Background: an optimization exercise with open tools, aiming at a short achievable clock period and few clock cycles. Do not read the settings as production practice. RTL that was checked went through simulation tests only; none was proved equivalent to the original. For runs 4 and 8, only the layout was checked, not whether the RTL still works. The clock cells of runs 3 to 8 come from the design's own scripts or RTL, not from TritonCTS. The clock input has no modelled driver; a real chip could not lean on it and would need a root buffer or a full tree. No activity file was given, so power comes from the tool's default toggle rates.

[design/flow/flow/run.sh]
#!/bin/bash
# Layout flow: the standard synthesis unchanged, then the standard ORFS
# steps with port buffers that the resizer may size freely and a two-level
# hand-built clock tree (flow/cts_hook.tcl).
set -euo pipefail
W="$(pwd)"
F="$W/flow"
bash "$W/standard.sh" synth > "$W/make_synth.log" 2>&1
bash "$W/standard.sh" \
    MATCH_CELL_FOOTPRINT=0 \
    "BUFFER_PORTS_ARGS=-buffer_cell sky130_fd_sc_hd__buf_4" \
    "PRE_CTS_TCL=$F/cts_hook.tcl" \
    finish > "$W/make_layout.log" 2>&1
[design/flow/flow/cts_hook.tcl]
# PRE_CTS hook: build a shallow, balanced clock tree by hand (four root
# buffers fed by the clock port, each driving two leaf buffers, each leaf
# driving the registers placed around it) in place of TritonCTS's deeper
# H-tree.  Every register is reached through exactly two buffers.
source [file join [file dirname [info script]] cts_tree.tcl]
my_manual_cts 4 8 sky130_fd_sc_hd__clkbuf_16 sky130_fd_sc_hd__clkbuf_16
rename clock_tree_synthesis my_unused_cts
proc clock_tree_synthesis { args } {
  puts "clock tree built by the PRE_CTS hook; TritonCTS not run"
  set_propagated_clock [all_clocks]
}
[design/flow/flow/cts_tree.tcl]
# Manual clock tree of one or two buffer levels.  The clock sinks are split
# into groups by placement (recursive bisection) and each group is driven by
# its own buffer; with two levels the leaf buffers are grouped the same way
# under root buffers fed by the clock port.  Every register sees the same
# number of buffer stages.
proc my_bisect { items n } {
  # items: list of {obj x y}; returns n groups
  set groups [list $items]
  set dir 0
  while { [llength $groups] < $n } {
    set new {}
    foreach g $groups {
      set idx [expr {$dir == 0 ? 1 : 2}]
      set s [lsort -integer -index $idx $g]
      set h [expr {[llength $s] / 2}]
      lappend new [lrange $s 0 [expr {$h - 1}]] [lrange $s $h end]
    }
    set groups $new
    set dir [expr {1 - $dir}]
  }
  return $groups
}

proc my_drive { block master name src_net group } {
  # a buffer fed by src_net driving the iterms of group, placed at their centroid
  set sx 0; set sy 0
  foreach s $group { incr sx [lindex $s 1]; incr sy [lindex $s 2] }
  set cx [expr {$sx / [llength $group]}]
  set cy [expr {$sy / [llength $group]}]
  set inst [odb::dbInst_create $block $master $name]
  set net [odb::dbNet_create $block "${name}_net"]
  $net setSigType CLOCK
  foreach s $group {
    set it [lindex $s 0]
    $it disconnect
    $it connect $net
  }
  [$inst findITerm X] connect $net
  [$inst findITerm A] connect $src_net
  $inst setLocation $cx $cy
  $inst setPlacementStatus PLACED
  return [list [$inst findITerm A] $cx $cy]
}

proc my_manual_cts { nroot nleaf rootcell leafcell } {
  set block [ord::get_db_block]
  set clk_net [$block findNet clk]
  set sinks {}
  foreach it [$clk_net getITerms] {
    set inst [$it getInst]
    lappend sinks [list $it [lindex [$inst getLocation] 0] [lindex [$inst getLocation] 1]]
  }
  set leafm [[ord::get_db] findMaster $leafcell]
  set rootm [[ord::get_db] findMaster $rootcell]
  if { $nleaf <= 0 } {
    set i 0
    foreach g [my_bisect $sinks $nroot] {
      my_drive $block $rootm "clkbuf_man_r$i" $clk_net $g
      incr i
    }
    return
  }
  # leaves first, fed temporarily from clk; then regroup their inputs
  set leaves {}
  set i 0
  foreach g [my_bisect $sinks $nleaf] {
    lappend leaves [my_drive $block $leafm "clkbuf_man_l$i" $clk_net $g]
    incr i
  }
  set i 0
  foreach g [my_bisect $leaves $nroot] {
    my_drive $block $rootm "clkbuf_man_r$i" $clk_net $g
    incr i
  }
}
[design/flow/standard.sh]
#!/bin/bash
# synth_recipe.tcl (not shown) runs the flow's synth.tcl, then flattens the netlist and writes it again
# the make line also repeats each setting of config.mk as NAME=value (left out here)
make -C /OpenROAD-flow-scripts/flow DESIGN_CONFIG=/design/flow/config.mk WORK_HOME=/design/flow/orfs CLKGATE_MAP_FILE= SYNTH_SCRIPT=/design/flow/synth_recipe.tcl "${@:-finish}"
[design/flow/config.mk]
export PLATFORM = sky130hd
export DESIGN_NAME = cm0_dbgctl
export DESIGN_NICKNAME = cm0_dbgctl
export VERILOG_FILES = /design/flow/design.v
export SDC_FILE = /design/flow/constraint.sdc
export NUM_CORES = 4
export LEC_CHECK = 0
export CAP_MARGIN = 20
export CORE_MARGIN = 2
export CORE_UTILIZATION = 65
export PLACE_DENSITY = 0.8
export SETUP_SLACK_MARGIN = 3.3
export SLEW_MARGIN = 20
[design/flow/constraint.sdc]
create_clock -name core_clock -period 5.0 [get_ports {clk}]
set_input_delay 1.0000 -clock core_clock [delete_from_list [all_inputs] [get_ports {clk}]]
set_output_delay 1.0000 -clock core_clock [all_outputs]
set_load 0.01 [all_outputs]
[design/flow/design.v]
module cm0_dbgctl #(
    parameter integer P_POLL_LIMIT = 100
) (
    input  wire        clk,
    input  wire        rst,            
    input  wire        cmd_valid,
    output wire        cmd_ready,
    input  wire [31:0] cmd_word,
    input  wire [31:0] cmd_arg,
    output reg         resp_valid,
    output reg  [2:0]  resp_status,
    output reg  [31:0] resp_data,
    output reg  [7:0]  resp_err,
    output wire        bus_req,
    output wire        bus_we,
    output wire [31:0] bus_addr,
    output wire [31:0] bus_wdata,
    input  wire        bus_ack,
    input  wire [31:0] bus_rdata,
    input  wire        bus_err,
    input  wire [7:0]  bus_err_code
);
    localparam [2:0] ST_OK          = 3'd0;
    localparam [2:0] ST_TIMEOUT     = 3'd1;
    localparam [2:0] ST_TRANSPORT   = 3'd2;
    localparam [2:0] ST_UNSUPPORTED = 3'd3;
    localparam [2:0] ST_ILLEGAL     = 3'd4;
    localparam [3:0] OP_RDREG    = 4'h1;
    localparam [3:0] OP_WRREG    = 4'h2;
    localparam [3:0] OP_HALT     = 4'h3;
    localparam [3:0] OP_RUN      = 4'h4;
    localparam [3:0] OP_STEP     = 4'h5;
    localparam [3:0] OP_WAITH    = 4'h6;
    localparam [3:0] OP_BPUNITS  = 4'h7;
    localparam [3:0] OP_BPEN     = 4'h8;
    localparam [3:0] OP_SETBP    = 4'h9;
    localparam [3:0] OP_ENBP     = 4'hA;
    localparam [3:0] OP_DISBP    = 4'hB;
    localparam [3:0] OP_BASICREG = 4'hC;
    localparam integer SW = 10;
    localparam [9:0] S_NONE  = 10'b0_0_0_0_0_0_0_0_0_0;
    localparam [9:0] S_WSEL  = 10'b1_1_1_0_1_0_0_0_0_0;    
    localparam [9:0] S_WDAT  = 10'b1_1_0_1_1_0_0_0_0_0;    
    localparam [9:0] S_WCTL  = 10'b1_1_0_0_1_0_0_0_0_0;    
    localparam [9:0] S_RDAT  = 10'b1_0_0_1_1_0_0_1_0_0;    
    localparam [9:0] S_P16   = 10'b1_0_0_0_1_1_0_0_0_0;    
    localparam [9:0] S_P17   = 10'b1_0_0_0_1_1_1_0_0_0;    
    localparam [9:0] S_RBP   = 10'b1_0_0_0_0_0_0_0_1_0;    
    localparam [9:0] S_P16B  = 10'b1_0_0_0_1_1_0_0_0_1;    
    localparam [9:0] S_WBP   = 10'b1_1_0_0_0_0_0_0_0_0;    
    localparam [9:0] S_WCMP  = 10'b1_1_0_1_0_0_0_0_0_0;    
    function [9:0] step;
        input [3:0] op;
        input [2:0] i;
        begin
            step = S_NONE;
            case (op)
                OP_RDREG: case (i)
                    3'd0: step = S_WSEL;
                    3'd1: step = S_P16;
                    3'd2: step = S_RDAT;
                    default: step = S_NONE;
                endcase
                OP_WRREG: case (i)
                    3'd0: step = S_WSEL;
                    3'd1: step = S_P16;
                    3'd2: step = S_WDAT;
                    3'd3: step = S_P16;
                    default: step = S_NONE;
                endcase
                OP_HALT: case (i)
                    3'd0: step = S_WCTL;
                    3'd1: step = S_WSEL;
                    3'd2: step = S_P16;
                    3'd3: step = S_RDAT;
                    default: step = S_NONE;
                endcase
                OP_RUN: case (i)
                    3'd0: step = S_WCTL;
                    default: step = S_NONE;
                endcase
                OP_STEP: case (i)
                    3'd0: step = S_WCTL;
                    3'd1: step = S_P17;
                    3'd2: step = S_WSEL;
                    3'd3: step = S_P16;
                    3'd4: step = S_RDAT;
                    default: step = S_NONE;
                endcase
                OP_WAITH: case (i)
                    3'd0: step = S_P17;
                    default: step = S_NONE;
                endcase
                OP_BPUNITS: case (i)
                    3'd0: step = S_RBP;
                    3'd1: step = S_P16B;
                    default: step = S_NONE;
                endcase
                OP_BPEN: case (i)
                    3'd0: step = S_WBP;
                    3'd1: step = S_P17;
                    default: step = S_NONE;
                endcase
                OP_SETBP: case (i)
                    3'd0: step = S_WCMP;
                    3'd1: step = S_P17;
                    default: step = S_NONE;
                endcase
                default: step = S_NONE;
            endcase
        end
    endfunction
    reg        ready_q;        
    reg        run_q;          
    reg        req_q;          
    reg        we_q, a2_q, a3_q, ae_q;           
    reg        poll_q, pbit_q, rd8_q, rdbp_q, bpo_q;
    reg [SW-1:0] q1, q2, q3, q4;                 
    reg [6:0]  cnt_q;          
    reg        tc_q;           
    reg [31:0] wd_q;           
    reg [31:0] arg_q;          
    reg        wrreg_q;        
    reg [3:0]  bpl_q;          
    reg        nzb_q;          
    reg        nzd_q;          
    reg        nzs_q;          
    reg        bas_q;          
    reg        uns_q;          
    reg [2:0]  sel_q;
    assign cmd_ready = ready_q;
    assign bus_req   = req_q;
    assign bus_we    = we_q;
    assign bus_addr  = {16'hE000, ae_q, ae_q, 1'b1, 1'b0, ae_q, ae_q, 1'b0, ae_q,
                        ae_q, ae_q, ae_q, ae_q, a3_q, a2_q, 2'b00};
    assign bus_wdata = wd_q;
    wire [3:0] c_op  = cmd_word[3:0];
    wire [4:0] c_reg = cmd_word[8:4];
    wire       c_en  = cmd_word[12];
    wire nz_h = |cmd_word[31:19];
    wire nz_s = |cmd_word[18:16];
    wire nz_m = |cmd_word[15:13];
    wire nz_e = cmd_word[12];
    wire nz_c = |cmd_word[11:9];
    wire nz_r = |cmd_word[8:4];
    wire c_start;
    cm0_dbgctl_start u_start (.w(cmd_word), .start(c_start));
    reg [31:0] c_wdata;        
    always @(*) begin
        case (c_op)
            OP_RDREG: c_wdata = {27'd0, c_reg};
            OP_WRREG: c_wdata = {15'd0, 1'b1, 11'd0, c_reg};
            OP_HALT:  c_wdata = 32'hA05F_0003;
            OP_STEP:  c_wdata = 32'hA05F_000D;
            OP_BPEN:  c_wdata = {30'd0, 1'b1, c_en};
            OP_SETBP: c_wdata = 32'hC000_0001 | (cmd_arg & 32'h1FFF_FFFC);
            default:  c_wdata = 32'hA05F_0000;
        endcase
    end
    wire d_basok = bas_q && !nzb_q && !nzd_q;
    wire d_legal = d_basok || (uns_q && !nzb_q && !nzd_q && !nzs_q);
    reg [3:0] d_basic;
    always @(*) begin
        case (sel_q)
            3'd0: d_basic = 4'd0;
            3'd1: d_basic = 4'd1;
            3'd2: d_basic = 4'd2;
            3'd3: d_basic = 4'd3;
            3'd4: d_basic = 4'd9;
            3'd5: d_basic = 4'd15;
            3'd6: d_basic = 4'd14;
            default: d_basic = 4'd13;
        endcase
    end
    wire bit_seen = pbit_q ? bus_rdata[17] : bus_rdata[16];
    wire good     = bus_ack && !bus_err && (!poll_q || bit_seen);    
    wire fin      = bus_ack && (bus_err || (poll_q && !bit_seen && tc_q) ||
                                ((!poll_q || bit_seen) && !q1[SW-1]));
    wire dec      = !req_q;    
    always @(posedge clk) begin
        if (rst) begin
            ready_q    <= 1'b1;
            run_q      <= 1'b0;
            req_q      <= 1'b0;
            resp_valid <= 1'b0;
        end else if (!run_q) begin
            if (cmd_valid) begin
                ready_q    <= 1'b0;
                run_q      <= 1'b1;
                req_q      <= c_start;
                resp_valid <= 1'b0;
            end
        end else begin
            ready_q    <= dec || fin;
            run_q      <= !dec && !fin;
            req_q      <= !dec && !fin;
            resp_valid <= dec || fin;
        end
    end
    always @(posedge clk) begin
        if (rst) begin
            {we_q, a2_q, a3_q, ae_q, poll_q, pbit_q, rd8_q, rdbp_q, bpo_q} <= 9'd0;
        end else if (!run_q) begin
            {we_q, a2_q, a3_q, ae_q, poll_q, pbit_q, rd8_q, rdbp_q, bpo_q} <= step(c_op, 3'd0);
        end else if (good) begin
            {we_q, a2_q, a3_q, ae_q, poll_q, pbit_q, rd8_q, rdbp_q, bpo_q} <= q1[SW-2:0];
        end
    end
    always @(posedge clk) begin
        if (!run_q) begin
            q1 <= step(c_op, 3'd1);
            q2 <= step(c_op, 3'd2);
            q3 <= step(c_op, 3'd3);
            q4 <= step(c_op, 3'd4);
        end else if (good) begin
            q1 <= q2;
            q2 <= q3;
            q3 <= q4;
            q4 <= S_NONE;
        end
    end
    always @(posedge clk) begin
        if (!run_q) begin
            arg_q   <= cmd_arg;
            wrreg_q <= (c_op == OP_WRREG);
            nzb_q   <= nz_h || nz_m || nz_c;
            nzd_q   <= nz_e || nz_r;
            nzs_q   <= nz_s;
            bas_q   <= (c_op == OP_BASICREG);
            uns_q   <= (c_op == OP_ENBP) || (c_op == OP_DISBP);
            sel_q   <= cmd_word[18:16];
        end
    end
    always @(posedge clk) begin
        if (rst)
            wd_q <= 32'd0;
        else if (!run_q)
            wd_q <= c_wdata;
        else if (bus_ack)
            wd_q <= wrreg_q ? arg_q : 32'h0000_000F;
    end
    always @(posedge clk) begin
        if (!run_q || good) begin
            cnt_q <= 7'd0;
            tc_q  <= 1'b0;
        end else if (bus_ack) begin
            cnt_q <= cnt_q + 7'd1;
            tc_q  <= (cnt_q == P_POLL_LIMIT - 2);
        end
    end
    always @(posedge clk)
        if (rdbp_q)
            bpl_q <= bus_rdata[7:4];
    always @(posedge clk) begin
        if (rst) begin
            resp_status <= ST_OK;
            resp_data   <= 32'd0;
            resp_err    <= 8'd0;
        end else if (run_q) begin
            if (dec) begin
                resp_status <= !d_legal ? ST_ILLEGAL : (uns_q ? ST_UNSUPPORTED : ST_OK);
                resp_data   <= {28'd0, d_basok ? d_basic : 4'd0};
                resp_err    <= 8'd0;
            end else begin
                resp_status <= {1'b0, bus_err, !bus_err && poll_q && !bit_seen};
                resp_err    <= bus_err ? bus_err_code : 8'd0;
                if (rd8_q && !bus_err)
                    resp_data <= bus_rdata;
                else if (bpo_q && !bus_err && bit_seen)
                    resp_data <= {28'd0, bpl_q};
                else
                    resp_data <= 32'd0;
            end
        end
    end
endmodule
module cm0_dbgctl_start (
    input  wire [31:0] w,
    output wire        start
);
    wire z_hi  = (w[31:13] == 19'd0);
    wire z_9   = (w[11:9] == 3'd0);
    wire z_12  = !w[12];
    wire z_4   = (w[8:4] == 5'd0);
    wire o_rw  = (w[3:0] == 4'h1) || (w[3:0] == 4'h2);
    wire o_en  = (w[3:0] == 4'h8);
    wire o_fix = (w[3:0] == 4'h3) || (w[3:0] == 4'h4) || (w[3:0] == 4'h5) ||
                 (w[3:0] == 4'h6) || (w[3:0] == 4'h7) || (w[3:0] == 4'h9);
    assign start = z_hi && z_9 && ((o_rw && z_12) || (o_en && z_4) || (o_fix && z_12 && z_4));
endmodule
==> impl_metrics.json, run 1 <==
{
  "status": "stopped before the end",
  "stop_stage": "global routing",
  "firstError": "[ERROR DPL-0038] Utilization greater than 100%, impossible to legalize",
  "async_flop_share_pct": 0,
  "synth_most_common_cell": "dfxtp_1",
  "ys_seq_area_share_pct": 55.0,
  "synth_top_area_share_pct": 28.4,
  "row_count": 37,
  "grt_max_degree": 74,
  "synth_top_area_cell": "dfxtp_1",
  "ys_top_cells_by_count": "96 x dfxtp_1, 75 x nor2_1, 60 x edfxtp_1",
  "synthCells": 638,
  "gp_congestion": 0.852,
  "worstEndpointGrtRepair": "resp_data[2]$_SDFFE_PP0P_/D",
  "netlist_area_um2": 6780,
  "start_util_pct": 66.2,
  "synth_edf_count": 60,
  "die_w_um": 106,
  "placed_area_um2": 8220,
  "dp_worst_setup_slack_ns": 2.36,
  "ioPinCount": 220,
  "ys_ff_latch": 156,
  "synth_top_flop_cell": "dfxtp_1",
  "synth.avg_cell_area_um2": 10.6,
  "synthTopCellsByArea": "dfxtp_1 28%, edfxtp_1 27%, buf_4 4.3%",
  "port_buffers": 198,
  "die_y_um": 106,
  "dpl.hpwl_um": 11400,
  "endpoint_type": "register data pin",
  "synth_cell_type_count": 66,
  "yosys_warnings": 1
}
[cell families after synthesis]
group	Yosys count	share of synthesized area (%)
adder cells (fa/ha/maj)	2	0.369
XOR/XNOR	8	1.03
flip-flops	156	55.0
buffers and inverters	91	7.94
other	2	0.111
multiplexers	3	0.628
AO/OA/AOI/OAI	183	21.0
AND/OR/NAND/NOR	193	13.9
[through the flow]
step	utilization, %	total power [µW]	hold WS, ns	cells
4_1_cts	95.6	2590	0.467	990
3_5_place_dp	80.4	1750	0.453	915
3_3_place_gp	80.4	1740	0.448	915
2_1_floorplan	-	1630	0.431	657
[power by group through the flow]
| stage | logic (µW) | registers, µW | clock network, µW |
|---|---|---|---|
| 2_1_floorplan | 187 | 1440 | 0 |
| 3_3_place_gp | 302 | 1440 | 0 |
| 3_5_place_dp | 311 | 1440 | 0 |
| 4_1_cts | 375 | 1420 | 798 |
[worst min-delay path by stage]
stage | endpoint | slack (ns)
CTS | resp_status[2] | 0.47
global placement | resp_status[2] | 0.45
detailed placement | ready_q | 0.45
floorplan | bpo_q | 0.43
[what timing repair did]
item,CTS
setup endpoints to repair,246
buffers inserted,53
hold buffers,0
pin swaps,41
gates resized for setup,214
endpoints found under the hold margin,0
cloned,10
Testbench counts, summed over its fixed seeds: cycles 273,952.
==> run 2: changes to the inputs <==
--- a/design/flow/config.mk
+++ b/design/flow/config.mk
@@ -8,6 +8,7 @@
 export CAP_MARGIN = 20
 export CORE_MARGIN = 2
 export CORE_UTILIZATION = 65
+export GPL_TIMING_DRIVEN = 1
 export PLACE_DENSITY = 0.8
 export SETUP_SLACK_MARGIN = 3.3
 export SLEW_MARGIN = 20
==> run 2 against run 1 <==
Compared with the run above: the flow again stops in global routing; synthesized cell count stayed put; area after synthesis stayed put.
==> impl_metrics.json, run 2 <==
{
  "row_count": 37,
  "ys_seq_area_share_pct": 55.0,
  "synth.avg_cell_area_um2": 10.6,
  "synthCells": 638,
  "die_y_um": 106,
  "status": "stopped before the end",
  "firstError": "[ERROR DPL-0038] Utilization greater than 100%, impossible to legalize",
  "dpl.hpwl_um": 11400,
  "gp_congestion": 0.852,
  "die_w_um": 106,
  "synth_top_flop_cell": "dfxtp_1",
  "async_flop_share_pct": 0,
  "stop_stage": "global routing",
  "synthTopCellsByArea": "dfxtp_1 28%, edfxtp_1 27%, buf_4 4.3%",
  "synth_most_common_cell": "dfxtp_1",
  "grt_max_degree": 74,
  "port_buffers": 198,
  "ioPinCount": 220,
  "synth_cell_type_count": 66,
  "worstEndpointGrtRepair": "resp_data[2]$_SDFFE_PP0P_/D",
  "ys_top_cells_by_count": "96 x dfxtp_1, 75 x nor2_1, 60 x edfxtp_1",
  "synth_top_area_share_pct": 28.4,
  "netlist_area_um2": 6780,
  "endpoint_type": "register data pin",
  "yosys_warnings": 1,
  "placed_area_um2": 8220,
  "synth_edf_count": 60,
  "ys_ff_latch": 156,
  "start_util_pct": 66.2,
  "synth_top_area_cell": "dfxtp_1"
}
==> run 2: worst max-delay path by stage <==
stage	to	slack, ns
after floorplan	wd_q[4]	3.03
after global placement	resp_data[2]	2.45
after detailed placement	resp_data[2]	2.36
after CTS	wd_q[16]	3.14
==> run 2: cell families after synthesis <==
logic type | count (synthesis) | share of synthesized area, %
buffers and inverters | 91 | 7.94
adders and majority gates | 2 | 0.369
xor gates and xnor gates | 8 | 1.03
other | 2 | 0.111
AOI/OAI and AO/OA | 183 | 21.0
muxes | 3 | 0.628
DFF | 156 | 55.0
and+or+nand+nor | 193 | 13.9
==> run 2: power groups by stage <==
stage	registers, µW	logic [µW]	clock network (µW)
2_1_floorplan	1440	187	0
3_3_place_gp	1440	302	0
3_5_place_dp	1440	311	0
4_1_cts	1420	375	798
==> run 2: metrics by stage <==
step / power, µW / util [%] / cells / setup slack (ns) / hold slack (ns)
after floorplan: 1630 / - / 657 / 3.03 / 0.431
after global placement: 1740 / 80.4 / 915 / 2.45 / 0.448
after detailed placement: 1750 / 80.4 / 915 / 2.36 / 0.453
after CTS: 2590 / 95.6 / 990 / 3.14 / 0.467
==> run 2: timing repair <==
action	in CTS
pin swaps	41
hold buffers	0
buffers inserted	53
gates cloned	10
gates resized for setup	214
setup endpoints to repair	246
==> run 3: changes to the inputs <==
--- a/design/flow/config.mk
+++ b/design/flow/config.mk
@@ -7,8 +7,7 @@
 export LEC_CHECK = 0
 export CAP_MARGIN = 20
 export CORE_MARGIN = 2
-export CORE_UTILIZATION = 65
+export CORE_UTILIZATION = 40
 export GPL_TIMING_DRIVEN = 1
-export PLACE_DENSITY = 0.8
 export SETUP_SLACK_MARGIN = 3.3
 export SLEW_MARGIN = 20
==> run 3 against run 2 <==
Compared with the run above: the run now finishes clean; synthesized cell count unchanged; area after synthesis stayed put.
==> impl_metrics.json, run 3 <==
{
  "status": "finished clean",
  "grt_max_degree": 74,
  "vdd_drop_max_v": 0.000194,
  "worstSetupPathType": "in2reg",
  "clkPwrFrac_pct": 30.0,
  "yosys_warnings": 1,
  "skew_ns": 0.00804,
  "final_core_util_pct": 64.7,
  "drtIter0Drc": 369,
  "firstDrtPassIters": 5,
  "synth_cell_type_count": 66,
  "cp.arrival_ns": 2.09,
  "via_count": 6057,
  "crit_slowest_cell": "or3_4",
  "final.min_clock_period_ns": 1.89,
  "wirelength_um": 21400,
  "p_per_area_nw_per_um2": 250,
  "drive_gt1_share_pct": 60.2,
  "grt_setup_unrepaired": "true",
  "grt_pass1_wl_um": 32100,
  "ant_nets": 0,
  "die_y_um": 134,
  "p_seq_share_pct": 53.2,
  "synth_most_common_cell": "dfxtp_1",
  "gr-total-overflow": 0,
  "synth_top_area_share_pct": 28.4,
  "grt_pass1_vias": 5899,
  "ys_ff_latch": 156,
  "drcViolationCount": 0,
  "cts_hold_buf": 0,
  "p_switching_uw": 639,
  "crit_fanout": 4,
  "max_freq_ghz": 0.529,
  "worst_slack_ns": 3.11,
  "hp-class": "reg2reg",
  "synth.avg_cell_area_um2": 10.6,
  "slew_violations": 0,
  "whs_ns": 0.465,
  "final_area_um2": 10700,
  "gp_congestion": 0.794,
  "tns_ns": 0,
  "start_util_pct": 40.9,
  "max_cap_violations": 0,
  "ys_seq_area_share_pct": 55.0,
  "ys_top_cells_by_count": "96 x dfxtp_1, 75 x nor2_1, 60 x edfxtp_1",
  "synthTopCellsByArea": "dfxtp_1 28%, edfxtp_1 27%, buf_4 4.3%",
  "synthCells": 638,
  "dpl.hpwl_um": 12500,
  "diodes": 0,
  "clk_latency_ns": 0.28,
  "layout_commonest_cell": "buf_4",
  "placed_area_um2": 8330,
  "port_buffers": 198,
  "fin_nets": 1011,
  "dieArea_um2": 18000,
  "via_per_inst": 5.42,
  "p_int_uw": 2040,
  "cp.required_ns": 5.20,
  "dp_worst_setup_slack_ns": 2.36,
  "synth_top_flop_cell": "dfxtp_1",
  "setup_violations": 0,
  "async_flop_share_pct": 0,
  "switching_share_pct": 23.8,
  "comb_power_share_pct": 16.8,
  "core_um2": 16600,
  "synth_edf_count": 60,
  "start_kind": "input port",
  "ioPinCount": 220,
  "final.period_utilization_pct": 37.8,
  "die_w_um": 134,
  "reg_top3": "arg_q x32, resp_data x32, wd_q x32",
  "critPathCaptureType": "register",
  "worstPathCellList": "buf_4 -> or3_4 -> nor4_1 -> a31oi_2 -> o2bb2ai_1",
  "post_drt_wl_per_cell_um": 19.1,
  "netlist_area_um2": 6780,
  "row_count": 47,
  "clk_pin_slew_ns": 0.08,
  "track_usage_pct": 22.1,
  "synth_top_area_cell": "dfxtp_1",
  "max_stage_delay_ns": 0.41,
  "antenna_found_initial": 0,
  "area_growth_pct": 58.4,
  "p_leak_uw": 0.00422,
  "hold_viol_final": 0,
  "final_cell_mix": "178 x buf_4, 99 x buf_6, 79 x dfxtp_2, 70 x nor2_1, 60 x edfxtp_1"
}
==> run 3: cell counts after synthesis <==
No cell type changed its count.
==> run 3: cells by family after synthesis <==
kind of cell,after synthesis,share of synthesized area [%]
fa+ha+maj,2,0.369
simple gates,193,13.9
compound gates,183,21.0
flops,156,55.0
mux,3,0.628
buf+inv,91,7.94
xor+xnor,8,1.03
other cells,2,0.111
==> run 3: power groups by stage <==
stage          registers, µW  clock network [µW]  logic (µW)
6_report                1420                 805         449
5_1_grt                 1430                 871         478
4_1_cts                 1420                 825         414
3_5_place_dp            1450                   0         315
3_3_place_gp            1440                   0         308
2_1_floorplan           1440                   0         187
==> run 3: layer usage <==
layer  track usage [%]  wire length (µm)
met3              2.19              1110
met5                 0                 0
met4              3.39               253
met1              29.8              8850
met2              39.4             11200
==> run 3: final cells by class <==
type	instances	area (µm²)
Multi-Input combinational cell	419	3320
Sequential cell	156	3840
Tap cell	220	275
Inverter	12	63.8
Buffer	12	300
Fill cell	1275	5850
Timing Repair Buffer	299	2940
==> run 3: critical path, delay by kind of cell <==
family                 cells  cell delay (ns)
AO/OA/AOI/OAI              2             0.23
AND/OR/NAND/NOR            2             0.74
buffers and inverters      1             0.12
==> run 3: worst paths after layout <==
check	start	endpoint	slack, ns	cells past startpoint
setup reg to reg	run_q	wd_q[22]	3.22	5
hold / removal	resp_status[2]	resp_status[2]	0.47	2
setup / recovery	cmd_word[8]	req_q	3.11	5
hold reg to reg	resp_status[2]	resp_status[2]	0.47	2
==> run 3: timing repair <==
item	4_1_cts	5_1_grt
cloned	14	2
buffers inserted	68	23
pin swaps	60	63
resized for setup	272	48
endpoints found under the setup margin	227	189
==> run 3: per-stage QoR <==
stage	std cells	total power (µW)
floorplan	657	1630
global placement	999	1750
detailed placement	999	1760
CTS	1093	2660
global route	1118	2780
finish	1118	2680
==> run 4: changes to the inputs <==
--- a/design/flow/design.v
+++ b/design/flow/design.v
@@ -207,7 +207,12 @@
         end
     end
     always @(posedge clk) begin
-        if (!run_q) begin
+        if (rst) begin
+            q1 <= S_NONE;
+            q2 <= S_NONE;
+            q3 <= S_NONE;
+            q4 <= S_NONE;
+        end else if (!run_q) begin
             q1 <= step(c_op, 3'd1);
             q2 <= step(c_op, 3'd2);
             q3 <= step(c_op, 3'd3);
--- a/design/flow/config.mk
+++ b/design/flow/config.mk
@@ -8,6 +8,5 @@
 export CAP_MARGIN = 20
 export CORE_MARGIN = 2
 export CORE_UTILIZATION = 40
-export GPL_TIMING_DRIVEN = 1
 export SETUP_SLACK_MARGIN = 3.3
 export SLEW_MARGIN = 20
==> run 4 against run 3 <==
Compared with the run above: wire length is 2.5% lower; still clean on timing, DRC and antenna; critical endpoint unchanged; clock skew is 0.00052 ns lower; sequential share of layout area is 1.2 points lower; final cell count is 3.8% higher.
==> impl_metrics.json, run 4 <==
{
  "status": "finished clean",
  "critPathCaptureType": "register",
  "skew_ns": 0.00752,
  "gp_congestion": 0.832,
  "async_flop_share_pct": 0,
  "gr-total-overflow": 0,
  "firstDrtPassIters": 5,
  "diodes": 0,
  "reg_top3": "arg_q x32, resp_data x32, wd_q x32",
  "final.period_utilization_pct": 45.2,
  "post_drt_wl_per_cell_um": 18.0,
  "grt_pass1_wl_um": 31700,
  "cp.arrival_ns": 2.48,
  "core_um2": 16400,
  "final.min_clock_period_ns": 2.26,
  "synth_top_flop_cell": "dfxtp_1",
  "start_util_pct": 40.5,
  "via_count": 6178,
  "area_growth_pct": 63.0,
  "netlist_area_um2": 6650,
  "ioPinCount": 220,
  "dieArea_um2": 17700,
  "port_buffers": 198,
  "slew_headroom_pct": 54.4,
  "die_w_um": 133,
  "worstSetupPathType": "in2reg",
  "hp-class": "reg2reg",
  "ys_ff_latch": 159,
  "synthCells": 682,
  "worstMarginPinSlew_ns": 0.684,
  "p_leak_uw": 0.00431,
  "clk_pin_slew_ns": 0.08,
  "dpl.hpwl_um": 12400,
  "vdd_drop_max_v": 0.000177,
  "synth_most_common_cell": "dfxtp_1",
  "setup_violations": 0,
  "max_cap_violations": 0,
  "dp_worst_setup_slack_ns": 2.26,
  "max_freq_ghz": 0.442,
  "antenna_found_initial": 0,
  "track_usage_pct": 21.4,
  "layout_commonest_cell": "buf_4",
  "drcViolationCount": 0,
  "start_kind": "input port",
  "die_y_um": 133,
  "p_per_area_nw_per_um2": 245,
  "synth_top_area_share_pct": 34.3,
  "synthTopCellsByArea": "dfxtp_1 34%, edfxtp_1 20%, nor2_1 5.6%",
  "fin_nets": 1053,
  "worst_slack_ns": 2.74,
  "synth_top_area_cell": "dfxtp_1",
  "synth_edf_count": 45,
  "yosys_warnings": 1,
  "ys_top_cells_by_count": "114 x dfxtp_1, 99 x nor2_1, 54 x nand2_1",
  "synth.avg_cell_area_um2": 9.75,
  "grt_pass1_vias": 6027,
  "tns_ns": 0,
  "ant_nets": 0,
  "crit_fanout": 2,
  "drive_gt1_share_pct": 61.2,
  "wirelength_um": 20900,
  "synth_cell_type_count": 62,
  "cts_hold_buf": 0,
  "drtIter0Drc": 387,
  "final_cell_mix": "168 x buf_4, 111 x buf_6, 83 x nor2_1, 80 x dfxtp_2, 45 x edfxtp_1",
  "row_count": 47,
  "via_per_inst": 5.33,
  "clk_latency_ns": 0.28,
  "grt_max_degree": 63,
  "slew_violations": 0,
  "ys_seq_area_share_pct": 54.6,
  "cp.required_ns": 5.22,
  "hold_viol_final": 0,
  "grt_setup_unrepaired": "true"
}
run 4: changes by cell type after synthesis, moves of 7 or more:
cell and change:
nor2_1 +24, dfxtp_1 +18, a211oi_2 -11, clkbuf_1 +16
buf_4 -7, o21ai_0 -10, a211oi_1 +23, edfxtp_1 -15
nand3_1 +8, nand2_1 +16, a22oi_2 -11, a22oi_1 +10
run 4: metal layers:
metal / wire length, µm / global-route usage [%] / vias to the layer above
li1: - / - / 2934
met1: 8990 / 29.4 / 3050
met2: 10700 / 37.0 / 175
met3: 990 / 2.57 / 19
met4: 241 / 3.52 / 0
met5: 0 / 0 / -
run 4: report_power, final:
group | switching, µW | internal [µW] | total (µW)
logic | 210 | 221 | 430
clock network | 379 | 428 | 807
registers | 36.2 | 1380 | 1410
total | 625 | 2030 | 2650
run 4: final cells by class:
type                    count  area [µm²]
fillers                  1269        5570
flip-flops and latches    159        3740
multi-input cells         454        3440
repair buffers            306        3020
plain buffers              12         300
well taps                 220         275
inverters                   9        57.6
run 4: final timing paths:
| kind | startpoint | endpoint | slack [ns] | cells after the start |
|---|---|---|---|---|
| min | q2[7] | q2[7] | 0.46 | 2 |
| min reg2reg | q2[7] | q2[7] | 0.46 | 2 |
| max | cmd_word[8] | req_q | 2.74 | 6 |
| max reg2reg | run_q | wd_q[24] | 3.23 | 6 |
run 4: kinds of logic (layout without fill, tap and decap cells):
family,count (synthesis),after routing,share of synthesized area (%)
adders and majority gates,2,2,0.376
xor gates and xnor gates,8,8,1.05
AOI/OAI and AO/OA,190,191,19.6
and+or+nand+nor,225,227,15.8
buffers and inverters,91,327,7.68
DFF,159,159,54.6
muxes,5,5,0.753
other,2,21,0.113
run 4: timing repair:
item                                    in CTS  in global routing
endpoints found under the setup margin     239                195
gates cloned                                 7                  2
pin swaps                                   50                 61
resized for setup                          276                 94
buffers inserted                            74                 22
run 4: critical path, stage by stage:
cell and delay (ns):
buf_6 0.09, or4_4 0.53, or3_4 0.34, or3_4 0.33, nand3_2 0.07, a22o_1 0.12
run 4: per-stage QoR:
stage / instance area (µm²) / cells / hold WS [ns] / power (µW) / util, %
CTS: 10300 / 1136 / 0.460 / 2630 / 62.6
global route: 10800 / 1160 / 0.481 / 2750 / 66.0
finish: 10800 / 1160 / 0.460 / 2650 / 66.0
detailed placement: 8400 / 1043 / 0.453 / 1730 / 51.2
global placement: 8400 / 1043 / 0.444 / 1730 / 51.2
floorplan: 7180 / 701 / 0.431 / 1610 / -
==> run 5: changes to the inputs <==
--- a/design/flow/design.v
+++ b/design/flow/design.v
@@ -207,12 +207,7 @@
         end
     end
     always @(posedge clk) begin
-        if (rst) begin
-            q1 <= S_NONE;
-            q2 <= S_NONE;
-            q3 <= S_NONE;
-            q4 <= S_NONE;
-        end else if (!run_q) begin
+        if (!run_q) begin
             q1 <= step(c_op, 3'd1);
             q2 <= step(c_op, 3'd2);
             q3 <= step(c_op, 3'd3);
==> run 5 against run 4 <==
Compared with the run above: still clean; via count decreased by 2.0%; sequential share of layout area grew 1.2 points; global-route usage rose by 0.66 points; first-iteration DRC count shrank 4.7%; worst hold slack better by 0.0049 ns; final cell count fell by 3.6%; total power grew 1.1%; clock power hardly changed; register-to-register slack barely moved.
==> impl_metrics.json, run 5 <==
{
  "status": "finished clean",
  "synth_cell_type_count": 66,
  "core_um2": 16600,
  "drtIter0Drc": 369,
  "area_growth_pct": 58.4,
  "grt_max_degree": 74,
  "firstDrtPassIters": 5,
  "placedCellCount": 999,
  "track_usage_pct": 22.1,
  "synth_top_flop_cell": "dfxtp_1",
  "final.min_clock_period_ns": 1.89,
  "dieArea_um2": 18000,
  "tns_ns": 0,
  "ys_seq_area_share_pct": 55.0,
  "layout_commonest_cell": "buf_4",
  "drcViolationCount": 0,
  "dpl.hpwl_um": 12500,
  "port_buffers": 198,
  "yosys_warnings": 1,
  "setup_violations": 0,
  "dp_worst_setup_slack_ns": 2.36,
  "clk_latency_ns": 0.28,
  "antenna_found_initial": 0,
  "p_seq_share_pct": 53.2,
  "p_leak_uw": 0.00422,
  "hold_viol_final": 0,
  "ys_ff_latch": 156,
  "die_w_um": 134,
  "slew_violations": 0,
  "diodes": 0,
  "grt_pass1_wl_um": 32100,
  "final.period_utilization_pct": 37.8,
  "async_flop_share_pct": 0,
  "crit_fanout": 4,
  "via_per_inst": 5.42,
  "start_kind": "input port",
  "gr-total-overflow": 0,
  "reg_top3": "arg_q x32, resp_data x32, wd_q x32",
  "netlist_area_um2": 6780,
  "synth_top_area_cell": "dfxtp_1",
  "cp.required_ns": 5.20,
  "gp_congestion": 0.794,
  "stdcell_count": 1118,
  "switching_share_pct": 23.8,
  "worstSetupPathType": "in2reg",
  "skew_ns": 0.00804,
  "row_count": 47,
  "synth_top_area_share_pct": 28.4,
  "synth.avg_cell_area_um2": 10.6,
  "synth_edf_count": 60,
  "max_cap_violations": 0,
  "synthCells": 638,
  "cts_hold_buf": 0,
  "max_freq_ghz": 0.529,
  "power.total_uw": 2680,
  "synth_most_common_cell": "dfxtp_1",
  "wirelength_um": 21400,
  "ant_nets": 0,
  "cp.arrival_ns": 2.09,
  "final_cell_mix": "178 x buf_4, 99 x buf_6, 79 x dfxtp_2, 70 x nor2_1, 60 x edfxtp_1",
  "die_y_um": 134,
  "vdd_drop_max_v": 0.000194,
  "p_int_uw": 2040,
  "drive_gt1_share_pct": 60.2,
  "p_switching_uw": 639,
  "grt_pass1_vias": 5899,
  "critPathCaptureType": "register",
  "start_util_pct": 40.9,
  "clkPwrFrac_pct": 30.0,
  "grt_setup_unrepaired": "true",
  "ys_top_cells_by_count": "96 x dfxtp_1, 75 x nor2_1, 60 x edfxtp_1",
  "synthTopCellsByArea": "dfxtp_1 28%, edfxtp_1 27%, buf_4 4.3%",
  "clk_pin_slew_ns": 0.08,
  "fin_nets": 1011,
  "hp-class": "reg2reg",
  "post_drt_wl_per_cell_um": 19.1,
  "comb_power_share_pct": 16.8,
  "via_count": 6057,
  "ioPinCount": 220,
  "worst_slack_ns": 3.11,
  "p_per_area_nw_per_um2": 250
}
[run 5: changes by cell type after synthesis, sizes merged, moves of 8 or more]
cell | before | now
nand3 | 21 | 13
dfxtp | 114 | 96
nor2 | 99 | 75
clkbuf | 37 | 20
a211oi | 35 | 23
edfxtp | 45 | 60
nand2 | 54 | 39
buf | 45 | 59
[run 5: stage by stage]
stage	cell area [µm²]	utilization, %	hold WS [ns]
final	10700	64.7	0.465
after global routing	10700	64.7	0.484
after CTS	10300	62.0	0.466
after detailed placement	8330	50.2	0.452
after global placement	8330	50.2	0.449
after floorplan	7120	-	0.431
[run 5: critical path: stages]
cell and delay (ns):
buf_4 0.12, or3_4 0.41, nor4_1 0.33, a31oi_2 0.10, o2bb2ai_1 0.13
[run 5: cell type report]
| cell class | count | area [µm²] |
|---|---|---|
| Buffer | 12 | 300 |
| Fill cell | 1275 | 5850 |
| Inverter | 12 | 63.8 |
| Multi-Input combinational cell | 419 | 3320 |
| Sequential cell | 156 | 3840 |
| Tap cell | 220 | 275 |
| Timing Repair Buffer | 299 | 2940 |
[run 5: worst paths after layout]
path	start	endpoint	slack [ns]	cells past startpoint
min	resp_status[2]	resp_status[2]	0.47	2
min reg2reg	resp_status[2]	resp_status[2]	0.47	2
max reg2reg	run_q	wd_q[22]	3.22	5
max	cmd_word[8]	req_q	3.11	5
[run 5: routing by layer]
| metal | vias to the layer above | part of all wire (%) | track usage, % |
|---|---|---|---|
| met2 | 206 | 52 | 39.4 |
| li1 | 2826 | - | - |
| met1 | 3009 | 41 | 29.8 |
| met5 | - | 0 | 0 |
| met3 | 16 | 5.2 | 2.19 |
| met4 | 0 | 1.2 | 3.39 |
[run 5: power by group through the flow]
stage,clock network [µW],registers (µW),logic (µW)
final,805,1420,449
after global routing,871,1430,478
after CTS,825,1420,414
after detailed placement,0,1450,315
after global placement,0,1440,308
after floorplan,0,1440,187
[run 5: cells by family (layout without fill, tap and decap cells)]
family,after synthesis,after routing,synth area share (%)
AO/OA/AOI/OAI,183,184,21.0
XOR/XNOR,8,8,1.03
adder cells (fa/ha/maj),2,2,0.369
buffers and inverters,91,323,7.94
flip-flops,156,156,55.0
multiplexers,3,3,0.628
other,2,21,0.111
AND/OR/NAND/NOR,193,201,13.9
[run 5: timing repair]
action	CTS	global route
pin swaps	60	63
buffers inserted	68	23
gates resized for setup	272	48
endpoints found under the setup margin	227	189
cloned	14	2
Testbench counts of run 5, summed over its fixed seeds: cycles 273,952.
==> run 6: changes to the inputs <==
--- a/design/flow/config.mk
+++ b/design/flow/config.mk
@@ -8,5 +8,5 @@
 export CAP_MARGIN = 20
 export CORE_MARGIN = 2
 export CORE_UTILIZATION = 40
-export SETUP_SLACK_MARGIN = 3.3
+export SETUP_SLACK_MARGIN = 3.0
 export SLEW_MARGIN = 20
==> run 6 against run 5 <==
Compared with the run above: still clean; worst hold slack worse by 0.0029 ns; final area is 19% lower; die area stayed put; wire length is 17% lower; clock skew is 0.0013 ns higher; worst setup slack worse by 0.045 ns; critical path depth stayed put; total power is 5.7% lower; combinational power is 29% lower; clock power is 1% lower; largest cell class unchanged; largest power group unchanged.
==> impl_metrics.json, run 6 <==
{
  "crit_fanout": 27,
  "synthTopCellsByArea": "dfxtp_1 28%, edfxtp_1 27%, buf_4 4.3%",
  "p_int_uw": 1960,
  "synth_top_flop_cell": "dfxtp_1",
  "layout_commonest_cell": "buf_4",
  "core_um2": 16600,
  "synthCells": 638,
  "p_per_area_nw_per_um2": 290,
  "skew_ns": 0.00937,
  "fin_nets": 917,
  "multi_input_area_um2": 2690,
  "p_switching_uw": 569,
  "synth_top_area_cell": "dfxtp_1",
  "synth_cell_type_count": 66,
  "fillers": 1525,
  "final_cell_mix": "203 x buf_4, 94 x dfxtp_1, 73 x nor2_1, 60 x edfxtp_1, 43 x a21oi_1",
  "stdcell_count": 1024,
  "port_buffers": 198,
  "p_seq_share_pct": 56.0,
  "r2r-start": "run_q",
  "yosys_warnings": 1,
  "rr_worst_depth": 4,
  "netlist_area_um2": 6780,
  "track_usage_pct": 18.7,
  "hp-class": "reg2reg",
  "synth_most_common_cell": "dfxtp_1",
  "synth_top_area_share_pct": 28.4,
  "worstSetupPathType": "in2reg",
  "async_flop_share_pct": 0,
  "diodes": 0,
  "power.total_uw": 2530,
  "grt_setup_unrepaired": "true",
  "crit_start": "cmd_word[1]",
  "start_kind": "input port",
  "slew_violations": 0,
  "via_per_inst": 5.34,
  "firstDrtPassIters": 5,
  "grt_pass1_vias": 5137,
  "reg2reg_to": "wd_q[4]",
  "worstMarginPinSlew_ns": 0.504,
  "start_util_pct": 40.9,
  "dieArea_um2": 18000,
  "post_drt_wl_per_cell_um": 17.3,
  "min_to": "resp_err[1]",
  "grt_max_degree": 61,
  "gr-total-overflow": 0,
  "reg_top3": "arg_q x32, resp_data x32, wd_q x32",
  "antenna_found_initial": 0,
  "ys_seq_area_share_pct": 55.0,
  "via_count": 5470,
  "max_stage_delay_ns": 0.39,
  "gp_congestion": 0.808,
  "die_w_um": 134,
  "die_y_um": 134,
  "max_freq_ghz": 0.517,
  "dpl.hpwl_um": 12000,
  "synth.avg_cell_area_um2": 10.6,
  "ys_top_cells_by_count": "96 x dfxtp_1, 75 x nor2_1, 60 x edfxtp_1",
  "placedCellCount": 1000,
  "synth_edf_count": 60,
  "crit_slowest_cell": "and3_2",
  "seqCellArea_um2": 3730,
  "wirelength_um": 17700,
  "p_leak_uw": 0.00342,
  "switching_share_pct": 22.5,
  "clkPwrFrac_pct": 31.4,
  "final.period_utilization_pct": 38.7,
  "comb_power_share_pct": 12.5,
  "ant_nets": 0,
  "max_cap_violations": 0,
  "ioPinCount": 220,
  "cp.arrival_ns": 2.13,
  "setup_violations": 0,
  "clk_pin_slew_ns": 0.08,
  "reg2reg_setup_slack_ns": 3.17,
  "drtIter0Drc": 353,
  "drcViolationCount": 0,
  "area_growth_pct": 28.6,
  "slew_headroom_pct": 66.4,
  "final_core_util_pct": 52.5,
  "cp.required_ns": 5.20,
  "ys_ff_latch": 156,
  "row_count": 47,
  "hold_depth": 2,
  "whs_ns": 0.462,
  "min_from": "resp_err[1]",
  "grt_pass1_wl_um": 27600,
  "clk_latency_ns": 0.27,
  "hold_viol_final": 0,
  "tns_ns": 0,
  "critPathCaptureType": "register",
  "worstPathCellList": "buf_8 -> nor2_2 -> and3_2 -> a22oi_2 -> a211oi_2",
  "drive_gt1_share_pct": 34.3,
  "final.min_clock_period_ns": 1.93,
  "status": "finished clean",
  "cts_hold_buf": 0,
  "vdd_drop_max_v": 0.000172
}
## run 6: cell types whose count changed in the layout (fill, tap and decap cells not counted), sizes merged
cell,before,now
and3,7,6
clkbuf,18,12
buf,293,211
a21o,4,3
inv,9,12
clkinvlp,3,0
nand2,43,39
## run 6: timing repair
| action | CTS | global route |
|---|---|---|
| setup buffers | 8 | 1 |
| cloned | 3 | 0 |
| pin swaps | 2 | 1 |
| gates resized for setup | 17 | 10 |
| endpoints found under the setup margin | 131 | 28 |
| hold endpoints to repair | 0 | 0 |
## run 6: area by class of cell
cell class                      count  area share, %
Sequential cell                   156           42.8
Multi-Input combinational cell    413           30.9
Timing Repair Buffer              211           19.1
Buffer                             12           3.45
Tap cell                          220           3.16
Inverter                           12          0.575
## run 6: how the worst max path moves through the flow
stage,end,slack (ns),cells past startpoint
floorplan,wd_q[17],3.00,7
global placement,resp_data[2],2.28,5
detailed placement,resp_data[0],2.18,5
CTS,req_q,3.00,5
global route,run_q,3.00,5
finish,wd_q[25],3.07,5
## run 6: per-layer routing
metal	up-vias	wire [µm]	track usage, %	share of wire, %
met4	0	279	2.75	1.6
met5	-	0	0	0
met1	2629	7850	26.2	44
met3	24	1050	2.19	5.9
met2	192	8570	32.0	48
li1	2625	-	-	-
## run 6: cells by family (layout without fill, tap and decap cells)
logic type                 Yosys count  in the layout  share of synthesized area [%]
and+or+nand+nor                    193            196                           13.9
AOI/OAI and AO/OA                  183            183                           21.0
DFF                                156            156                           55.0
buffers and inverters               91            235                           7.94
xor gates and xnor gates             8              8                           1.03
muxes                                3              3                          0.628
adders and majority gates            2              2                          0.369
other                                2             21                          0.111
## run 6: critical path: cells and delay by family
kind	cells	cell delay [ns]
AND/OR/NAND/NOR	2	0.66
AO/OA/AOI/OAI	2	0.32
buffers and inverters	1	0.14
## run 6: metrics by stage
| stage | setup slack, ns | area, µm² |
|---|---|---|
| 2_1_floorplan | 3.00 | 6880 |
| 3_3_place_gp | 2.28 | 8170 |
| 3_5_place_dp | 2.18 | 8170 |
| 4_1_cts | 3.00 | 8660 |
| 5_1_grt | 3.00 | 8710 |
| 6_report | 3.07 | 8710 |
## run 6: power by group through the flow
| stage | sequential, µW | clock [µW] | combinational, µW |
|---|---|---|---|
| after floorplan | 1440 | 0 | 175 |
| after global placement | 1440 | 0 | 296 |
| after detailed placement | 1450 | 0 | 302 |
| after CTS | 1420 | 821 | 314 |
| after global routing | 1420 | 871 | 345 |
| final | 1420 | 795 | 317 |
==> run 7: changes to the inputs <==
--- a/design/flow/config.mk
+++ b/design/flow/config.mk
@@ -8,5 +8,5 @@
 export CAP_MARGIN = 20
 export CORE_MARGIN = 2
 export CORE_UTILIZATION = 40
-export SETUP_SLACK_MARGIN = 3.0
+export SETUP_SLACK_MARGIN = 3.1
 export SLEW_MARGIN = 20
==> run 7 against run 6 <==
Compared with the run above: sequential share of layout area decreased by 1.3 points; clock power about the same; fmax increased by 3.4%; utilization increased by 1.7 points; clock skew decreased by 0.0023 ns; final cell count increased by 1.4%; register-to-register slack improved by 0.05 ns; largest cell class unchanged; highest routed layer unchanged; still clean on timing, DRC and antenna; final area increased by 3.2%; die area unchanged; total power increased by 1.2%.
==> impl_metrics.json, run 7 <==
{
  "max_cap_violations": 0,
  "crit_fanout": 7,
  "synth_most_common_cell": "dfxtp_1",
  "wirelength_um": 18700,
  "die_y_um": 134,
  "yosys_warnings": 1,
  "area_growth_pct": 32.7,
  "dp_worst_setup_slack_ns": 2.36,
  "status": "finished clean",
  "skew_ns": 0.00705,
  "synthCells": 638,
  "grt_pass1_wl_um": 28000,
  "track_usage_pct": 19.0,
  "synth_cell_type_count": 66,
  "drcViolationCount": 0,
  "start_kind": "input port",
  "critPathCaptureType": "register",
  "max_freq_ghz": 0.534,
  "clk_latency_ns": 0.28,
  "die_w_um": 134,
  "firstDrtPassIters": 4,
  "ys_top_cells_by_count": "96 x dfxtp_1, 75 x nor2_1, 60 x edfxtp_1",
  "synth_top_area_cell": "dfxtp_1",
  "grt_max_degree": 77,
  "cp.arrival_ns": 2.08,
  "ys_seq_area_share_pct": 55.0,
  "final.period_utilization_pct": 37.4,
  "start_util_pct": 40.9,
  "port_buffers": 198,
  "diodes": 0,
  "p_leak_uw": 0.00353,
  "synth.avg_cell_area_um2": 10.6,
  "final.min_clock_period_ns": 1.87,
  "tns_ns": 0,
  "drive_gt1_share_pct": 36.6,
  "synth_edf_count": 60,
  "hold_viol_final": 0,
  "crit_slowest_cell": "nor4b_4",
  "p_per_area_nw_per_um2": 284,
  "antenna_found_initial": 0,
  "crit_family": "simple AND/OR/NAND/NOR gates",
  "hp-class": "reg2reg",
  "grt_pass1_vias": 5256,
  "hold_depth": 2,
  "drtIter0Drc": 274,
  "final_cell_mix": "206 x buf_4, 93 x dfxtp_1, 72 x nor2_1, 60 x edfxtp_1, 44 x a21oi_1",
  "cp.depth": 6,
  "cts_hold_buf": 0,
  "ant_nets": 0,
  "synth_top_area_share_pct": 28.4,
  "path_buf_inv": 2,
  "core_um2": 16600,
  "dieArea_um2": 18000,
  "fin_nets": 931,
  "rr_worst_depth": 6,
  "worst_slack_ns": 3.13,
  "worstPathCellList": "buf_6 -> nand3b_1 -> buf_4 -> nor4b_4 -> a222oi_1 -> a21oi_1",
  "reg_top3": "arg_q x32, resp_data x32, wd_q x32",
  "max_stage_delay_ns": 0.35,
  "vdd_drop_max_v": 0.000206,
  "clk_pin_slew_ns": 0.08,
  "gp_congestion": 0.803,
  "via_count": 5622,
  "synthTopCellsByArea": "dfxtp_1 28%, edfxtp_1 27%, buf_4 4.3%",
  "ioPinCount": 220,
  "dpl.hpwl_um": 12200,
  "via_per_inst": 5.42,
  "cp.required_ns": 5.21,
  "ys_ff_latch": 156,
  "async_flop_share_pct": 0,
  "slew_violations": 0,
  "synth_top_flop_cell": "dfxtp_1",
  "netlist_area_um2": 6780,
  "row_count": 47,
  "setup_violations": 0,
  "layout_commonest_cell": "buf_4",
  "worstSetupPathType": "in2reg",
  "gr-total-overflow": 0,
  "grt_setup_unrepaired": "true",
  "post_drt_wl_per_cell_um": 18.0
}
run 7: cell counts after synthesis:
No cell type changed its count.
run 7: routing by layer:
layer | wire length, µm | track usage, % | vias up | part of all wire, %
met3 | 1270 | 3.17 | 22 | 6.8
met1 | 8000 | 25.8 | 2728 | 43
li1 | - | - | 2661 | -
met5 | 0 | 0 | - | 0
met4 | 282 | 3.57 | 0 | 1.5
met2 | 9170 | 32.5 | 211 | 49
run 7: worst paths after layout:
kind / endpoint / startpoint / slack (ns)
hold / removal: resp_err[0] / resp_err[0] / 0.46
setup / recovery: resp_data[2] / bus_err / 3.13
hold reg to reg: resp_err[0] / resp_err[0] / 0.46
setup reg to reg: wd_q[18] / run_q / 3.22
run 7: worst register-to-register path: stages, from the launching register on:
cell and delay, ns:
dfxtp_4 0.49, buf_8 0.34, nor2_4 0.14, and3_4 0.23, buf_6 0.14, a221oi_2 0.24
a21oi_1 0.09
run 7: final cells by class:
class / instances / area [µm²]
fill: 1462 / 7590
sequential: 156 / 3730
multi-input combinational: 414 / 2770
timing repair buffer: 224 / 1860
buffer: 12 / 300
tap: 220 / 275
inverter: 12 / 55.1
run 7: timing repair:
item,CTS,global route
pin swaps,10,14
setup buffers,15,4
endpoints found under the hold margin,0,0
endpoints found under the setup margin,140,40
gates cloned,4,3
resized for setup,34,17
run 7: power by group:
| group | leakage (µW) | internal [µW] | switching (µW) |
|---|---|---|---|
| clock | 0.000148 | 428 | 370 |
| sequential | 0.00141 | 1380 | 34.0 |
| combinational | 0.00198 | 164 | 180 |
run 7: kinds of logic (layout without fill, tap and decap cells):
kind of cell / Yosys count / count (layout) / synth area share (%)
fa+ha+maj: 2 / 2 / 0.369
flops: 156 / 156 / 55.0
compound gates: 183 / 183 / 21.0
xor+xnor: 8 / 8 / 1.03
simple gates: 193 / 197 / 13.9
buf+inv: 91 / 248 / 7.94
mux: 3 / 3 / 0.628
other cells: 2 / 21 / 0.111
run 7: per-stage QoR:
step	cells	cell area, µm²	utilization, %	hold WS, ns	total power, µW
floorplan	657	6910	-	0.429	1620
global placement	1000	8190	49.4	0.452	1740
detailed placement	1000	8200	49.4	0.454	1750
CTS	1031	8820	53.2	0.467	2570
global route	1038	8990	54.2	0.484	2670
finish	1038	8990	54.2	0.464	2560
==> run 8: changes to the inputs <==
--- a/design/flow/design.v
+++ b/design/flow/design.v
@@ -278,13 +278,43 @@
     input  wire [31:0] w,
     output wire        start
 );
-    wire z_hi  = (w[31:13] == 19'd0);
-    wire z_9   = (w[11:9] == 3'd0);
-    wire z_12  = !w[12];
-    wire z_4   = (w[8:4] == 5'd0);
-    wire o_rw  = (w[3:0] == 4'h1) || (w[3:0] == 4'h2);
-    wire o_en  = (w[3:0] == 4'h8);
-    wire o_fix = (w[3:0] == 4'h3) || (w[3:0] == 4'h4) || (w[3:0] == 4'h5) ||
-                 (w[3:0] == 4'h6) || (w[3:0] == 4'h7) || (w[3:0] == 4'h9);
-    assign start = z_hi && z_9 && ((o_rw && z_12) || (o_en && z_4) || (o_fix && z_12 && z_4));
+    wire [7:0] g;
+    cm0_dbgctl_nor3 u_g0 (.a(w[31]), .b(w[30]), .c(w[29]), .y(g[0]));
+    cm0_dbgctl_nor3 u_g1 (.a(w[28]), .b(w[27]), .c(w[26]), .y(g[1]));
+    cm0_dbgctl_nor3 u_g2 (.a(w[25]), .b(w[24]), .c(w[23]), .y(g[2]));
+    cm0_dbgctl_nor3 u_g3 (.a(w[22]), .b(w[21]), .c(w[20]), .y(g[3]));
+    cm0_dbgctl_nor3 u_g4 (.a(w[19]), .b(w[18]), .c(w[17]), .y(g[4]));
+    cm0_dbgctl_nor3 u_g5 (.a(w[16]), .b(w[15]), .c(w[14]), .y(g[5]));
+    cm0_dbgctl_nor3 u_g6 (.a(w[13]), .b(w[11]), .c(w[10]), .y(g[6]));
+    cm0_dbgctl_nor3 u_g7 (.a(w[9]),  .b(1'b0),  .c(1'b0),  .y(g[7]));
+    wire nz_lo, nz_hi;         
+    cm0_dbgctl_nand4 u_h0 (.a(g[0]), .b(g[1]), .c(g[2]), .d(g[3]), .y(nz_lo));
+    cm0_dbgctl_nand4 u_h1 (.a(g[4]), .b(g[5]), .c(g[6]), .d(g[7]), .y(nz_hi));
+    wire r0, r1, z_4;
+    cm0_dbgctl_nor3 u_r0 (.a(w[8]), .b(w[7]), .c(w[6]), .y(r0));
+    cm0_dbgctl_nor3 u_r1 (.a(w[5]), .b(w[4]), .c(1'b0), .y(r1));
+    cm0_dbgctl_and2 u_r2 (.a(r0), .b(r1), .y(z_4));
+    wire [3:0] op = w[3:0];
+    wire o_rw  = (op == 4'h1) || (op == 4'h2);
+    wire o_en  = (op == 4'h8);
+    wire o_fix = (op == 4'h3) || (op == 4'h4) || (op == 4'h5) ||
+                 (op == 4'h6) || (op == 4'h7) || (op == 4'h9);
+    wire t;
+    cm0_dbgctl_opterm u_t (.o_rw(o_rw), .o_en(o_en), .o_fix(o_fix), .b12(w[12]), .z_4(z_4), .t(t));
+    cm0_dbgctl_nor3 u_s (.a(nz_lo), .b(nz_hi), .c(!t), .y(start));
+endmodule
+module cm0_dbgctl_nor3 (input wire a, input wire b, input wire c, output wire y);
+    assign y = !(a || b || c);
+endmodule
+module cm0_dbgctl_nand4 (input wire a, input wire b, input wire c, input wire d, output wire y);
+    assign y = !(a && b && c && d);
+endmodule
+module cm0_dbgctl_and2 (input wire a, input wire b, output wire y);
+    assign y = a && b;
+endmodule
+module cm0_dbgctl_opterm (
+    input  wire o_rw, input wire o_en, input wire o_fix, input wire b12, input wire z_4,
+    output wire t
+);
+    assign t = (o_rw && !b12) || (o_en && z_4) || (o_fix && !b12 && z_4);
 endmodule
--- a/design/flow/config.mk
+++ b/design/flow/config.mk
@@ -8,5 +8,6 @@
 export CAP_MARGIN = 20
 export CORE_MARGIN = 2
 export CORE_UTILIZATION = 40
-export SETUP_SLACK_MARGIN = 3.1
+export SETUP_SLACK_MARGIN = 3.3
 export SLEW_MARGIN = 20
+export SYNTH_HIERARCHICAL = 1
==> run 8 against run 7 <==
Compared with the run above: worst hold slack better by 0.011 ns; utilization up 11 points; die area down 0.32%; total power up 4.0%; final cell count up 8.7%; sequential power about the same; critical path type unchanged.
==> impl_metrics.json, run 8 <==
{
  "status": "finished clean",
  "vdd_drop_max_v": 0.000166,
  "worst_slack_ns": 2.92,
  "placedCellCount": 1016,
  "dpl.hpwl_um": 12400,
  "async_flop_share_pct": 0,
  "synth_top_area_share_pct": 28.5,
  "crit_start": "cmd_word[1]",
  "clk_pin_slew_ns": 0.08,
  "dieArea_um2": 17900,
  "die_y_um": 134,
  "r2r-start": "run_q",
  "critPathCapture": "wd_q[0]",
  "synth_top_area_cell": "dfxtp_1",
  "final_core_util_pct": 65.3,
  "p_leak_uw": 0.00429,
  "post_drt_wl_per_cell_um": 17.9,
  "synth_top_flop_cell": "dfxtp_1",
  "critPathCaptureType": "register",
  "grt_pass1_wl_um": 31400,
  "cp.arrival_ns": 2.26,
  "setup_violations": 0,
  "core_um2": 16500,
  "worstMarginPinSlew_ns": 0.723,
  "via_per_inst": 5.33,
  "dp_worst_setup_slack_ns": 2.20,
  "firstDrtPassIters": 5,
  "ys_top_cells_by_count": "96 x dfxtp_1, 85 x nor2_1, 60 x edfxtp_1",
  "min_from": "resp_err[7]",
  "netlist_area_um2": 6750,
  "stdcell_count": 1128,
  "tns_ns": 0,
  "layout_commonest_cell": "buf_4",
  "max_cap_violations": 0,
  "p_per_area_nw_per_um2": 247,
  "gp_congestion": 0.808,
  "final.min_clock_period_ns": 2.08,
  "hp-class": "reg2reg",
  "via_count": 6017,
  "ys_ff_latch": 156,
  "start_kind": "input port",
  "final.period_utilization_pct": 41.5,
  "ant_nets": 0,
  "skew_ns": 0.0113,
  "final_cell_mix": "158 x buf_4, 116 x buf_6, 80 x dfxtp_2, 76 x nor2_1, 60 x edfxtp_1",
  "antenna_found_initial": 0,
  "slew_headroom_pct": 51.8,
  "gr-total-overflow": 0,
  "cts_hold_buf": 0,
  "max_freq_ghz": 0.481,
  "drcViolationCount": 0,
  "ys_seq_area_share_pct": 55.1,
  "reg2reg_setup_slack_ns": 3.21,
  "clk_latency_ns": 0.27,
  "cp.required_ns": 5.19,
  "drive_gt1_share_pct": 58.3,
  "diodes": 0,
  "drtIter0Drc": 365,
  "grt_max_degree": 89,
  "area_growth_pct": 59.7,
  "start_util_pct": 40.9,
  "synth_cell_type_count": 66,
  "synth.avg_cell_area_um2": 10.4,
  "yosys_warnings": 7,
  "synthCells": 652,
  "crit_fanout": 7,
  "synthTopCellsByArea": "dfxtp_1 28%, edfxtp_1 27%, nor2_1 4.7%",
  "synth_edf_count": 60,
  "hold_viol_final": 0,
  "slew_violations": 0,
  "wirelength_um": 20200,
  "die_w_um": 134,
  "ioPinCount": 220,
  "reg_top3": "arg_q x32, resp_data x32, wd_q x32",
  "port_buffers": 198,
  "worstSetupPathType": "in2reg",
  "fin_nets": 1021,
  "track_usage_pct": 21.2,
  "grt_pass1_vias": 5888,
  "row_count": 47,
  "synth_most_common_cell": "dfxtp_1",
  "reg2reg_to": "wd_q[28]",
  "grt_setup_unrepaired": "true",
  "rr_worst_depth": 7
}
run 8: where the power goes:
part / switching (µW) / total (µW) / leakage, µW / internal [µW]
registers: 36.0 / 1420 / 0.00144 / 1380
logic: 211 / 438 / 0.00270 / 227
clock network: 375 / 803 / 0.000148 / 428
run 8: cell families after synthesis:
| logic type | count (synthesis) | share of synthesized area (%) |
|---|---|---|
| flip-flops | 156 | 55.1 |
| AO/OA/AOI/OAI | 145 | 15.6 |
| AND/OR/NAND/NOR | 244 | 19.4 |
| buffers and inverters | 86 | 7.08 |
| adder cells (fa/ha/maj) | 2 | 0.371 |
| other | 3 | 0.167 |
| multiplexers | 8 | 1.24 |
| XOR/XNOR | 8 | 1.04 |
run 8: area by class of cell:
cell class | count | area [µm²]
well taps | 220 | 275
plain buffers | 12 | 300
flip-flops and latches | 156 | 3830
fillers | 1297 | 5740
repair buffers | 298 | 3010
inverters | 8 | 35.0
multi-input cells | 434 | 3330
run 8: per-layer routing:
metal | vias up | wire length [µm] | global-route usage (%)
li1 | 2859 | - | -
met1 | 2921 | 8570 | 29.1
met2 | 214 | 10100 | 37.2
met3 | 23 | 1200 | 2.12
met4 | 0 | 363 | 2.96
met5 | - | 0 | 0
run 8: through the flow:
step                      cell area (µm²)  hold WS, ns  total power [µW]
final                               10800        0.476              2660
after global routing                10800        0.495              2770
after CTS                           10300        0.472              2650
after detailed placement             8550        0.459              1770
after global placement               8550        0.448              1760
after floorplan                      7320        0.456              1630
run 8: critical path: stages:
cell and delay, ns:
buf_16 0.13, buf_6 0.12, buf_6 0.11, o21a_1 0.18
a311oi_2 0.30, o211ai_1 0.19, a211oi_1 0.24
run 8: timing repair:
| item | CTS | global route |
|---|---|---|
| gates cloned | 9 | 0 |
| endpoints found under the setup margin | 211 | 182 |
| resized for setup | 260 | 39 |
| buffers inserted | 59 | 32 |
| pin swaps | 27 | 26 |
run 8: Yosys stat by module, one instance, submodules excluded:
module / cells / cell area (µm²)
cm0_dbgctl_nand4: 1 / 6.26
cm0_dbgctl_nor3: 1 / 10.0
cm0_dbgctl_opterm: 3 / 13.8
cm0_dbgctl_and2: 1 / 6.26
cm0_dbgctl: 626 / 6550
cm0_dbgctl_start: 9 / 56.3
run 8: how the worst min path moves through the flow:
stage                             end  slack (ns)  depth (start not counted)
after floorplan                 bpo_q        0.46                          2
after global placement    resp_err[0]        0.45                          2
after detailed placement  resp_err[0]        0.46                          2
after CTS                 resp_err[0]        0.47                          2
after global routing      resp_err[3]        0.50                          2
final                     resp_err[7]        0.48                          2

## static timing again, ports no longer ideal
Ports are ideal in the flow. The routed layouts listed here were re-timed in OpenROAD.
Step 1, drivers: a clkbuf_16 drives clk and a buf_2 each remaining input, both assumed.
Step 2 times the ports against the registers' clock, not the clock port: input delays grow and output delays shrink by t, the midpoint of the rising clock arrivals with the driver on.
Three values: no drivers, after step 1, after step 2; two values: the first two.
run	t (ns)	setup slack, ns	worst setup path at the end	worst data-port slew with drivers (ns)	cell pins on the clock port's net
run 3	0.361	3.111 / 3.052 / 2.691	input to register	0.19	4
run 4	0.365	2.740 / 2.800 / 2.434	input to register	0.14	4
run 5	0.361	3.111 / 3.052 / 2.691	input to register	0.19	4
run 6	0.358	3.066 / 2.995 / 2.737	input to register	0.07	4
run 7	0.362	3.129 / 3.058 / 2.759	input to register	0.17	4
run 8	0.358	2.923 / 2.810 / 2.452	input to register	0.20	4
After both steps every run listed still meets setup and hold. The setup slack of run 8, which loses most, moves by -0.113 ns with the drivers and by -0.471 ns with both steps.
